What follows belongs to an exercise in optimizing a design on an open flow for small area and few clock cycles; a production flow would make more cautious choices. Function was checked by simulation only, so behaviour that the tests miss may differ from the original. Power and IR drop assume default switching activity.

--- flow/design.v ---
module pff_emitter (
    input  wire        clk,
    input  wire        rst,
    input  wire        start,
    input  wire [15:0] req_x0,
    input  wire [15:0] req_y0,
    input  wire [15:0] req_x1,
    input  wire [15:0] req_y1,
    input  wire [15:0] req_color,
    output wire        idle,
    output reg         tok_valid,
    output reg         tok_cmd,
    output reg  [7:0]  tok_byte,
    output reg         tok_last,
    input  wire        tok_ready
);
    reg        busy;
    reg [3:0]  seq;       
    reg        lo_half;   
    reg [15:0] x0, y0, x1, y1, color;
    reg [15:0] col, row;
    wire [15:0] wlast = x1 - x0;    
    wire [15:0] hlast = y1 - y0;    
    wire        row_end = (col == wlast);
    assign idle = !busy;
    always @(*) begin
        tok_valid = busy;
        tok_cmd   = 1'b0;
        tok_byte  = 8'h00;
        tok_last  = 1'b0;
        case (seq)
            4'd0:  begin tok_cmd = 1'b1; tok_byte = 8'h2A; tok_last = 1'b1; end
            4'd1:  tok_byte = x0[15:8];
            4'd2:  tok_byte = x0[7:0];
            4'd3:  tok_byte = x1[15:8];
            4'd4:  begin tok_byte = x1[7:0]; tok_last = 1'b1; end
            4'd5:  begin tok_cmd = 1'b1; tok_byte = 8'h2B; tok_last = 1'b1; end
            4'd6:  tok_byte = y0[15:8];
            4'd7:  tok_byte = y0[7:0];
            4'd8:  tok_byte = y1[15:8];
            4'd9:  begin tok_byte = y1[7:0]; tok_last = 1'b1; end
            4'd10: begin tok_cmd = 1'b1; tok_byte = 8'h2C; tok_last = 1'b1; end
            default: begin
                if (lo_half) begin
                    tok_byte = color[7:0];
                    tok_last = row_end;
                end else begin
                    tok_byte = color[15:8];
                end
            end
        endcase
    end
    always @(posedge clk) begin
        if (rst) begin
            busy    <= 1'b0;
            seq     <= 4'd0;
            lo_half <= 1'b0;
            col     <= 16'd0;
            row     <= 16'd0;
        end else if (!busy) begin
            if (start) begin
                busy    <= 1'b1;
                seq     <= 4'd0;
                lo_half <= 1'b0;
                col     <= 16'd0;
                row     <= 16'd0;
                x0      <= req_x0;
                y0      <= req_y0;
                x1      <= req_x1;
                y1      <= req_y1;
                color   <= req_color;
            end
        end else if (tok_ready) begin
            if (seq != 4'd11) begin
                seq <= seq + 4'd1;
            end else if (!lo_half) begin
                lo_half <= 1'b1;
            end else begin
                lo_half <= 1'b0;
                if (row_end) begin
                    col <= 16'd0;
                    if (row == hlast)
                        busy <= 1'b0;
                    else
                        row <= row + 16'd1;
                end else begin
                    col <= col + 16'd1;
                end
            end
        end
    end
endmodule
module pff_raster (
    input  wire        clk,
    input  wire        rst,
    input  wire        cmd_valid,
    input  wire [31:0] cmd_data,
    output wire        cmd_ready,
    output wire        tok_valid,
    output wire        tok_cmd,
    output wire [7:0]  tok_byte,
    output wire        tok_last,
    input  wire        tok_ready,
    input  wire        err_clear,
    output wire        err,
    output reg  [3:0]  err_code,
    output reg  [31:0] err_cmd
);
    localparam OP_NOP     = 8'h00;
    localparam OP_SETGEOM = 8'h01;
    localparam OP_PIXEL   = 8'h10;
    localparam OP_FILL    = 8'h11;
    localparam OP_LINE    = 8'h12;
    localparam OP_RECT    = 8'h13;
    localparam OP_CIRCLE  = 8'h14;
    localparam E_ILLEGAL = 4'd2;
    localparam E_ARG     = 4'd4;
    localparam E_RANGE   = 4'd5;
    localparam S_IDLE   = 3'd0;
    localparam S_OP1    = 3'd1;
    localparam S_OP2    = 3'd2;
    localparam S_CHECK  = 3'd3;
    localparam S_ISSUE  = 3'd4;
    localparam S_FINISH = 3'd5;
    localparam S_HALT   = 3'd6;
    reg [2:0]  state;
    reg [31:0] hdr;
    reg [31:0] w1, w2;
    reg [15:0] g_width, g_height, g_offx, g_offy;
    wire [7:0]  op     = hdr[31:24];
    wire [15:0] color  = hdr[15:0];
    wire        filled = hdr[16];
    assign cmd_ready = (state == S_IDLE) || (state == S_OP1) || (state == S_OP2);
    assign err       = (state == S_HALT);
    wire   cmd_take  = cmd_valid && cmd_ready;
    wire [7:0] in_op = cmd_data[31:24];
    reg        in_legal;
    reg [1:0]  in_nops;    
    always @(*) begin
        in_legal = 1'b0;
        in_nops  = 2'd0;
        case (in_op)
            OP_NOP:     begin in_legal = (cmd_data[23:0]  == 24'd0); in_nops = 2'd0; end
            OP_SETGEOM: begin in_legal = (cmd_data[23:0]  == 24'd0); in_nops = 2'd2; end
            OP_PIXEL:   begin in_legal = (cmd_data[23:16] == 8'd0);  in_nops = 2'd1; end
            OP_FILL:    begin in_legal = (cmd_data[23:16] == 8'd0);  in_nops = 2'd0; end
            OP_LINE:    begin in_legal = (cmd_data[23:16] == 8'd0);  in_nops = 2'd2; end
            OP_RECT:    begin in_legal = (cmd_data[23:17] == 7'd0);  in_nops = 2'd2; end
            OP_CIRCLE:  begin in_legal = (cmd_data[23:17] == 7'd0);  in_nops = 2'd2; end
            default:    begin in_legal = 1'b0;                       in_nops = 2'd0; end
        endcase
    end
    wire signed [15:0] p0x = w1[15:0];
    wire signed [15:0] p0y = w1[31:16];
    wire signed [15:0] p1x = w2[15:0];
    wire signed [15:0] p1y = w2[31:16];
    wire        [15:0] rad = w2[15:0];
    wire signed [15:0] min_x = (p0x < p1x) ? p0x : p1x;
    wire signed [15:0] max_x = (p0x < p1x) ? p1x : p0x;
    wire signed [15:0] min_y = (p0y < p1y) ? p0y : p1y;
    wire signed [15:0] max_y = (p0y < p1y) ? p1y : p0y;
    reg signed [17:0] bx_lo, bx_hi, by_lo, by_hi;
    always @(*) begin
        case (op)
            OP_PIXEL: begin
                bx_lo = p0x; bx_hi = p0x; by_lo = p0y; by_hi = p0y;
            end
            OP_FILL: begin
                bx_lo = 18'sd0; by_lo = 18'sd0;
                bx_hi = $signed({2'b00, g_width})  - 18'sd1;
                by_hi = $signed({2'b00, g_height}) - 18'sd1;
            end
            OP_CIRCLE: begin
                bx_lo = p0x - $signed({2'b00, rad});
                bx_hi = p0x + $signed({2'b00, rad});
                by_lo = p0y - $signed({2'b00, rad});
                by_hi = p0y + $signed({2'b00, rad});
            end
            default: begin    
                bx_lo = min_x; bx_hi = max_x; by_lo = min_y; by_hi = max_y;
            end
        endcase
    end
    wire signed [18:0] cx_lo = bx_lo + $signed({3'b000, g_offx});
    wire signed [18:0] cx_hi = bx_hi + $signed({3'b000, g_offx});
    wire signed [18:0] cy_lo = by_lo + $signed({3'b000, g_offy});
    wire signed [18:0] cy_hi = by_hi + $signed({3'b000, g_offy});
    wire range_ok = (cx_lo >= 0) && (cx_hi <= 19'sd65535) &&
                    (cy_lo >= 0) && (cy_hi <= 19'sd65535);
    wire fill_arg_bad = (op == OP_FILL) && ((g_width == 16'd0) || (g_height == 16'd0));
    reg [15:0]        ln_x, ln_y, ln_x1, ln_y1;
    reg [15:0]        ln_dx, ln_dy;
    reg               ln_sx, ln_sy;       
    reg signed [19:0] ln_err;
    wire signed [16:0] ln_ddx = p1x - p0x;
    wire signed [16:0] ln_ddy = p1y - p0y;
    wire        [16:0] ln_adx = ln_ddx[16] ? -ln_ddx : ln_ddx;
    wire        [16:0] ln_ady = ln_ddy[16] ? -ln_ddy : ln_ddy;
    wire signed [20:0] ln_e2 = {ln_err, 1'b0};
    wire ln_stepx = ln_e2 > -$signed({5'd0, ln_dy});
    wire ln_stepy = ln_e2 <  $signed({5'd0, ln_dx});
    wire ln_last  = (ln_x == ln_x1) && (ln_y == ln_y1);
    reg [15:0] rc_xa, rc_xb, rc_ya, rc_yb;
    reg [1:0]  rc_edge;
    reg [15:0] rc_pos;
    wire rc_edge_end = (rc_edge[1] == 1'b0) ? (rc_pos == rc_xb) : (rc_pos == rc_yb);
    reg [15:0]        ci_cx, ci_cy;
    reg signed [17:0] ci_x, ci_y;
    reg signed [23:0] ci_err;
    reg [2:0]         ci_k;
    wire               ci_step_end = filled ? (ci_k == 3'd3) : (ci_k == 3'd7);
    wire signed [17:0] ci_y_n   = ci_y + 18'sd1;
    wire signed [23:0] ci_err_a = ci_err + 24'sd1 + {{5{ci_y_n[17]}}, ci_y_n, 1'b0};
    wire signed [23:0] ci_test  = {ci_err_a - {{6{ci_x[17]}}, ci_x}, 1'b0} + 24'sd1;
    wire               ci_dec   = ci_test > 0;
    wire signed [17:0] ci_x_n   = ci_dec ? ci_x - 18'sd1 : ci_x;
    wire signed [23:0] ci_err_n = ci_dec ? ci_err_a + 24'sd1 - {{5{ci_x_n[17]}}, ci_x_n, 1'b0}
                                         : ci_err_a;
    wire               ci_done  = ci_x_n < ci_y_n;
    wire [15:0] cxp = ci_cx + ci_x[15:0];
    wire [15:0] cxm = ci_cx - ci_x[15:0];
    wire [15:0] cyp = ci_cy + ci_y[15:0];
    wire [15:0] cym = ci_cy - ci_y[15:0];
    wire [15:0] cxpy = ci_cx + ci_y[15:0];
    wire [15:0] cxmy = ci_cx - ci_y[15:0];
    wire [15:0] cypx = ci_cy + ci_x[15:0];
    wire [15:0] cymx = ci_cy - ci_x[15:0];
    reg [15:0] r_x0, r_y0, r_x1, r_y1;
    reg        r_last;
    always @(*) begin
        r_x0 = 16'd0; r_y0 = 16'd0; r_x1 = 16'd0; r_y1 = 16'd0;
        r_last = 1'b1;
        case (op)
            OP_PIXEL: begin
                r_x0 = p0x; r_y0 = p0y; r_x1 = p0x; r_y1 = p0y;
            end
            OP_FILL: begin
                r_x1 = g_width - 16'd1; r_y1 = g_height - 16'd1;
            end
            OP_LINE: begin
                r_x0 = ln_x; r_y0 = ln_y; r_x1 = ln_x; r_y1 = ln_y;
                r_last = ln_last;
            end
            OP_RECT: begin
                if (filled) begin
                    r_x0 = rc_xa; r_y0 = rc_ya; r_x1 = rc_xb; r_y1 = rc_yb;
                end else begin
                    case (rc_edge)
                        2'd0: begin r_x0 = rc_pos; r_y0 = rc_ya; end
                        2'd1: begin r_x0 = rc_pos; r_y0 = rc_yb; end
                        2'd2: begin r_x0 = rc_xa;  r_y0 = rc_pos; end
                        default: begin r_x0 = rc_xb; r_y0 = rc_pos; end
                    endcase
                    r_x1 = r_x0; r_y1 = r_y0;
                    r_last = (rc_edge == 2'd3) && rc_edge_end;
                end
            end
            OP_CIRCLE: begin
                if (filled) begin
                    case (ci_k[1:0])
                        2'd0: begin r_x0 = cxm;  r_x1 = cxp;  r_y0 = cyp;  end
                        2'd1: begin r_x0 = cxm;  r_x1 = cxp;  r_y0 = cym;  end
                        2'd2: begin r_x0 = cxmy; r_x1 = cxpy; r_y0 = cypx; end
                        default: begin r_x0 = cxmy; r_x1 = cxpy; r_y0 = cymx; end
                    endcase
                    r_y1 = r_y0;
                end else begin
                    case (ci_k)
                        3'd0: begin r_x0 = cxp;  r_y0 = cyp;  end
                        3'd1: begin r_x0 = cxpy; r_y0 = cypx; end
                        3'd2: begin r_x0 = cxmy; r_y0 = cypx; end
                        3'd3: begin r_x0 = cxm;  r_y0 = cyp;  end
                        3'd4: begin r_x0 = cxm;  r_y0 = cym;  end
                        3'd5: begin r_x0 = cxmy; r_y0 = cymx; end
                        3'd6: begin r_x0 = cxpy; r_y0 = cymx; end
                        default: begin r_x0 = cxp; r_y0 = cym; end
                    endcase
                    r_x1 = r_x0; r_y1 = r_y0;
                end
                r_last = ci_step_end && ci_done;
            end
            default: ;
        endcase
    end
    wire em_idle;
    wire em_start = (state == S_ISSUE) && em_idle;
    pff_emitter u_emit (
        .clk       (clk),
        .rst       (rst),
        .start     (em_start),
        .req_x0    (r_x0 + g_offx),
        .req_y0    (r_y0 + g_offy),
        .req_x1    (r_x1 + g_offx),
        .req_y1    (r_y1 + g_offy),
        .req_color (color),
        .idle      (em_idle),
        .tok_valid (tok_valid),
        .tok_cmd   (tok_cmd),
        .tok_byte  (tok_byte),
        .tok_last  (tok_last),
        .tok_ready (tok_ready)
    );
    always @(posedge clk) begin
        if (rst) begin
            state    <= S_IDLE;
            err_code <= 4'd0;
            err_cmd  <= 32'd0;
            g_width  <= 16'd0;
            g_height <= 16'd0;
            g_offx   <= 16'd0;
            g_offy   <= 16'd0;
        end else begin
            case (state)
                S_IDLE: begin
                    if (cmd_take) begin
                        hdr <= cmd_data;
                        if (!in_legal) begin
                            err_code <= E_ILLEGAL;
                            err_cmd  <= cmd_data;
                            state    <= S_HALT;
                        end else if (in_nops == 2'd0) begin
                            state <= (in_op == OP_NOP) ? S_IDLE : S_CHECK;
                        end else begin
                            state <= S_OP1;
                        end
                    end
                end
                S_OP1: begin
                    if (cmd_take) begin
                        w1    <= cmd_data;
                        state <= (op == OP_PIXEL) ? S_CHECK : S_OP2;
                    end
                end
                S_OP2: begin
                    if (cmd_take) begin
                        w2 <= cmd_data;
                        if (op == OP_SETGEOM) begin
                            g_width  <= w1[15:0];
                            g_height <= w1[31:16];
                            g_offx   <= cmd_data[15:0];
                            g_offy   <= cmd_data[31:16];
                            state    <= S_IDLE;
                        end else if (op == OP_CIRCLE && cmd_data[31:16] != 16'd0) begin
                            err_code <= E_ILLEGAL;
                            err_cmd  <= hdr;
                            state    <= S_HALT;
                        end else begin
                            state <= S_CHECK;
                        end
                    end
                end
                S_CHECK: begin
                    if (fill_arg_bad) begin
                        err_code <= E_ARG;
                        err_cmd  <= hdr;
                        state    <= S_HALT;
                    end else if (!range_ok) begin
                        err_code <= E_RANGE;
                        err_cmd  <= hdr;
                        state    <= S_HALT;
                    end else begin
                        ln_x    <= p0x;
                        ln_y    <= p0y;
                        ln_x1   <= p1x;
                        ln_y1   <= p1y;
                        ln_dx   <= ln_adx[15:0];
                        ln_dy   <= ln_ady[15:0];
                        ln_sx   <= (p0x < p1x);
                        ln_sy   <= (p0y < p1y);
                        ln_err  <= $signed({4'd0, ln_adx[15:0]}) - $signed({4'd0, ln_ady[15:0]});
                        rc_xa   <= min_x;
                        rc_xb   <= max_x;
                        rc_ya   <= min_y;
                        rc_yb   <= max_y;
                        rc_edge <= 2'd0;
                        rc_pos  <= min_x;
                        ci_cx   <= p0x;
                        ci_cy   <= p0y;
                        ci_x    <= $signed({2'b00, rad});
                        ci_y    <= 18'sd0;
                        ci_err  <= 24'sd0;
                        ci_k    <= 3'd0;
                        state   <= S_ISSUE;
                    end
                end
                S_ISSUE: begin
                    if (em_idle) begin
                        if (r_last)
                            state <= S_FINISH;
                        case (op)
                            OP_LINE: begin
                                if (ln_stepx) ln_x <= ln_sx ? ln_x + 16'd1 : ln_x - 16'd1;
                                if (ln_stepy) ln_y <= ln_sy ? ln_y + 16'd1 : ln_y - 16'd1;
                                ln_err <= ln_err
                                        - (ln_stepx ? $signed({4'd0, ln_dy}) : 20'sd0)
                                        + (ln_stepy ? $signed({4'd0, ln_dx}) : 20'sd0);
                            end
                            OP_RECT: begin
                                if (rc_edge_end) begin
                                    rc_edge <= rc_edge + 2'd1;
                                    rc_pos  <= (rc_edge == 2'd0) ? rc_xa : rc_ya;
                                end else begin
                                    rc_pos  <= rc_pos + 16'd1;
                                end
                            end
                            OP_CIRCLE: begin
                                if (ci_step_end) begin
                                    ci_k   <= 3'd0;
                                    ci_y   <= ci_y_n;
                                    ci_x   <= ci_x_n;
                                    ci_err <= ci_err_n;
                                end else begin
                                    ci_k <= ci_k + 3'd1;
                                end
                            end
                            default: ;
                        endcase
                    end
                end
                S_FINISH: begin
                    if (em_idle)
                        state <= S_IDLE;
                end
                S_HALT: begin
                    if (err_clear) begin
                        err_code <= 4'd0;
                        err_cmd  <= 32'd0;
                        state    <= S_IDLE;
                    end
                end
                default: state <= S_IDLE;
            endcase
        end
    end
endmodule
--- flow/config.mk ---
export PLATFORM = sky130hd
export DESIGN_NAME = pff_raster
export DESIGN_NICKNAME = pff_raster
export VERILOG_FILES = /design/flow/design.v
export SDC_FILE = /design/flow/constraint.sdc
export NUM_CORES = 4
export LEC_CHECK = 0
export CAP_MARGIN = 20
export CORE_MARGIN = 2
export CORE_UTILIZATION = 40
export PLACE_DENSITY = 0.6
export SLEW_MARGIN = 20
--- flow/run.sh ---
#!/bin/bash
# synth_recipe.tcl (not shown) runs the flow's synth.tcl, then flattens the netlist and writes it again
# the make line also repeats each setting of config.mk as NAME=value (left out here)
make -C /OpenROAD-flow-scripts/flow DESIGN_CONFIG=/design/flow/config.mk WORK_HOME=/design/flow/orfs CLKGATE_MAP_FILE= SYNTH_SCRIPT=/design/flow/synth_recipe.tcl finish
--- flow/constraint.sdc ---
create_clock -name core_clock -period 11.0 [get_ports {clk}]
set_input_delay 2.2000 -clock core_clock [delete_from_list [all_inputs] [get_ports {clk}]]
set_output_delay 2.2000 -clock core_clock [all_outputs]
set_load 0.01 [all_outputs]
==> run summary <==
[power groups by stage]
stage                     sequential [uW]  combinational, uW  clock, uW
after global placement               3390               6660          0
after detailed placement             3390               6720          0
final                                3360               6930       2730
after floorplan                      3260               4710          0
after CTS                            3340               6770       2760
after global routing                 3370               7520       2850
[metrics by stage]
step	power, uW	hold slack (ns)	util, %	instances
after CTS	12870	0.4430	44.59	8448
after detailed placement	10110	0.4349	42.64	8304
after global placement	10050	0.4362	42.60	8302
after floorplan	7975	0.4262	-	6585
final	13020	0.4490	44.62	8458
after global routing	13740	0.4542	44.61	8450
[routing by layer]
layer | vias up | global-route usage [%]
li1 | 23700 | -
met1 | 25090 | 43.08
met2 | 2806 | 46.65
met3 | 552 | 10.63
met4 | 14 | 16.35
met5 | - | 0
[cells in the mapped netlist, drive strengths merged, types with 26 or more instances]
cell type and instances:
nand2b 65, o211ai 50, nor2 577, a21oi 560, and3 43, ha 603
buf 51, o22ai 45, nand3 124, a21boi 36, edfxtp 470, inv 501
a21o 94, dfxtp 140, nor4 41, mux2i 114, nand4 55, nor2b 92
xor2 158, a22oi 55, a211oi 70, nand2 702, o21bai 54, a211o 26
o21a 64, a31oi 62, clkbuf 235, fa 45, and2 34, or2 31
or3 54, a221oi 49, o21ai 440, nor3 109, o31ai 43, xnor2 385
[worst max-delay path, delay by kind of cell (launching register included)]
kind | cells | cell delay [ns]
DFF | 1 | 0.51
buffers and inverters | 2 | 0.34
xor gates and xnor gates | 5 | 1.50
adders and majority gates | 4 | 1.14
and+or+nand+nor | 11 | 2.08
AOI/OAI and AO/OA | 15 | 4.03
[state kept, by name, indices dropped and copies added (netlist names), 18 cells and up]
register / cells
ci_y: 18
w1: 32
hdr: 32
ci_x: 18
ci_err: 23
err_cmd: 32
w2: 32
ln_err: 20
[worst max path at each step]
stage | endpoint | slack [ns] | depth (start not counted)
2_1_floorplan | ci_cx[0] | 0.49 | 30
3_3_place_gp | ci_err[22] | 1.32 | 41
3_5_place_dp | ci_err[22] | 1.31 | 37
4_1_cts | ci_err[22] | 1.22 | 37
5_1_grt | ci_err[22] | 0.39 | 41
6_report | ci_err[22] | 1.16 | 37
[layout make-up]
class | instances | area [sq um] | share of cell area (%)
well taps | 1794 | 2245 | 3.649
diodes | 8 | 20.02 | 0.03255
multi-input cells | 5184 | 35840 | 58.26
clock buffers | 98 | 2098 | 3.411
inverters | 505 | 1896 | 3.082
clock inverters | 46 | 589.3 | 0.9581
repair buffers | 213 | 1907 | 3.100
flip-flops and latches | 610 | 16920 | 27.50
[cells by family (layout without fill, tap and decap cells)]
logic type	after synthesis	count (layout)
flops	610	610
simple gates	1998	1998
buf+inv	791	862
compound gates	1870	1870
xor+xnor	545	545
other cells	1	9
fa+ha+maj	648	648
mux	122	122
==> flow_summary.ini <==
[power_and_ir_drop]
seqPwrFrac_pct = 25.8
p_leak_uw = 0.02531
powerDensity_mw_per_mm2 = 211.7
p_clk_share_pct = 21.0
intPower_uw = 7176
swShare_pct = 44.90
ir_drop_mv = 0.1339
power.switching_uw = 5848
pwr-share-comb_pct = 53.2

[placed_design]
gp_congestion = 1.087
post-dp-hpwl_um = 184500
placement.cell_area_sq_mm = 0.05877
portBuffers = 84
pre_cts_slack_ns = 1.310

[detailed_routing]
drtIter0Drc = 6514
routedWlPerCell_um = 27.92
top_layer = met5
via_per_inst = 6.166
wl_met3_um = 27690
route.met2.wl_um = 96060
vias = 52160
firstDrtPassIters = 9
drt-met1-wl_um = 98430
routed_wl_um = 236200
postRouteAntennaNets = 0
drc = 0

[setup_path]
arrival_ns = 10.30
cp_slowest_cell = o311ai_0
crit_type = register to register
reg2reg_depth = 37
max_stage_delay_ns = 0.54
worstPathMaxFanout = 9
crit_required_ns = 11.46
r2r_slack_ns = 1.16
start_kind = register
r2r-start = ci_y[2]
cp-startpoint = ci_y[2]
end_kind = register
worstReg2RegEnd = ci_err[22]

[grt]
antenna_found_initial = 10
grt_usage_pct = 32.39
globalRouteOverflowTotal = 0
first_global_vias = 48470
grt_start_max_net_pins = 117
grt_pass1_wl_um = 336900

[finish]
final_common_cell = nand2_1
drive_gt1_share_pct = 5.424
final_cell_mix = nand2_1, ha_1, nor2_1, a21oi_1, inv_1
finalNetCount = 7277
fillCellCount = 13610
syn2layout_area_growth_pct = 10.58
final_cell_area_sq_mm = 0.06151

[cts]
cts_made_buffers = 78
clk_latency_ns = 0.73
clk_path_buf_depth = 3
cts_resized = 0
post_cts_buffers = 0
path_clk_slew_ns = 0.07
root_buffer = clkbuf_16
clock_sinks = 610
ctsHoldBuffers = 0
h-tree-depth = 3
tritoncts = yes

[floorplanning]
rows = 136
io_pins = 86
die_area_sq_mm = 0.1421
core_sq_mm = 0.1378
die_w_um = 376.9
initial_utilization_pct = 40.36
die-height_um = 376.9

[timing]
max_freq_ghz = 0.1016
slew-limit-headroom_pct = 14.93
setup_viol_count_final = 0
fin_skew_ns = 0.06450
drv_slew = 0
layout_setup_ws_ns = 1.158
fin_crit_ns = 9.842
hold_viol_final = 0
rsz0062_at_grt = no
tightest_slew_ns = 1.273
post-route-period-util_pct = 89.48
fin_setup_tns_ns = 0

[logic_synthesis]
synth_area_leader_cell = edfxtp_1
yosysSeqAreaShare_pct = 30.41
synth-async-reset-ratio_pct = 0
synth_simple_gate_area_share_pct = 16.53
syn_avg_cell_area_sq_um = 8.447
ys_seq_elements = 610
synth_top_area_share_pct = 25.37
synth-edff-count = 470
synth_top_family_by_area = compound AO/OA/AOI/OAI gates
netlist_instances = 6585
synthMuxAreaShare_pct = 2.213
synth_area_leaders = edfxtp_1, ha_1, xnor2_1
syn_area_sq_mm = 0.05562
synthXorXnorAreaFrac_pct = 8.671
synth_fa_ha_area_share_pct = 15.18
synth_compound_area_share_pct = 21.48
yosysWarnings = 2
ys.flop_type = edfxtp_1
yosysUniqueCellTypes = 105
syn_nets = 7270

[worst_hold_path]
holdPathEnd = u_emit.color[14]
hold_depth = 0
worstHoldStart = hdr[14]
hp-class = register to register

[status]
status = no timing/DRC/antenna violations

[run]
cap_violations = 0
Testbench counts, summed over its fixed seeds: cycles 510,659.

port drivers added, routing unchanged:
No port has a modelled driver above. Below, the same layout with a new extraction and two added sets of constraints.
Step 1 (the two cells are an assumption about what drives the block):
set clk [get_ports {clk}]
set_driving_cell -lib_cell sky130_fd_sc_hd__clkbuf_16 $clk
set_driving_cell -lib_cell sky130_fd_sc_hd__buf_2 [delete_from_list [all_inputs] $clk]
Step 2 also shifts input and output timing later by t, the mid clock arrival at the registers, as if the neighbouring blocks saw the same clock.
Three values: ideal, step 1, step 2; two values: the first two.
shift t [ns]: 0.769
slack for setup (ns): 1.158 / 1.158 / 1.158
hold WS [ns]: 0.449 / 0.449 / 0.449
pins driven straight from the clock port: 1
After both steps this run still meets setup and hold. For this run, drivers alone change the setup slack by 0.000 ns; drivers and shift together by 0.000 ns.
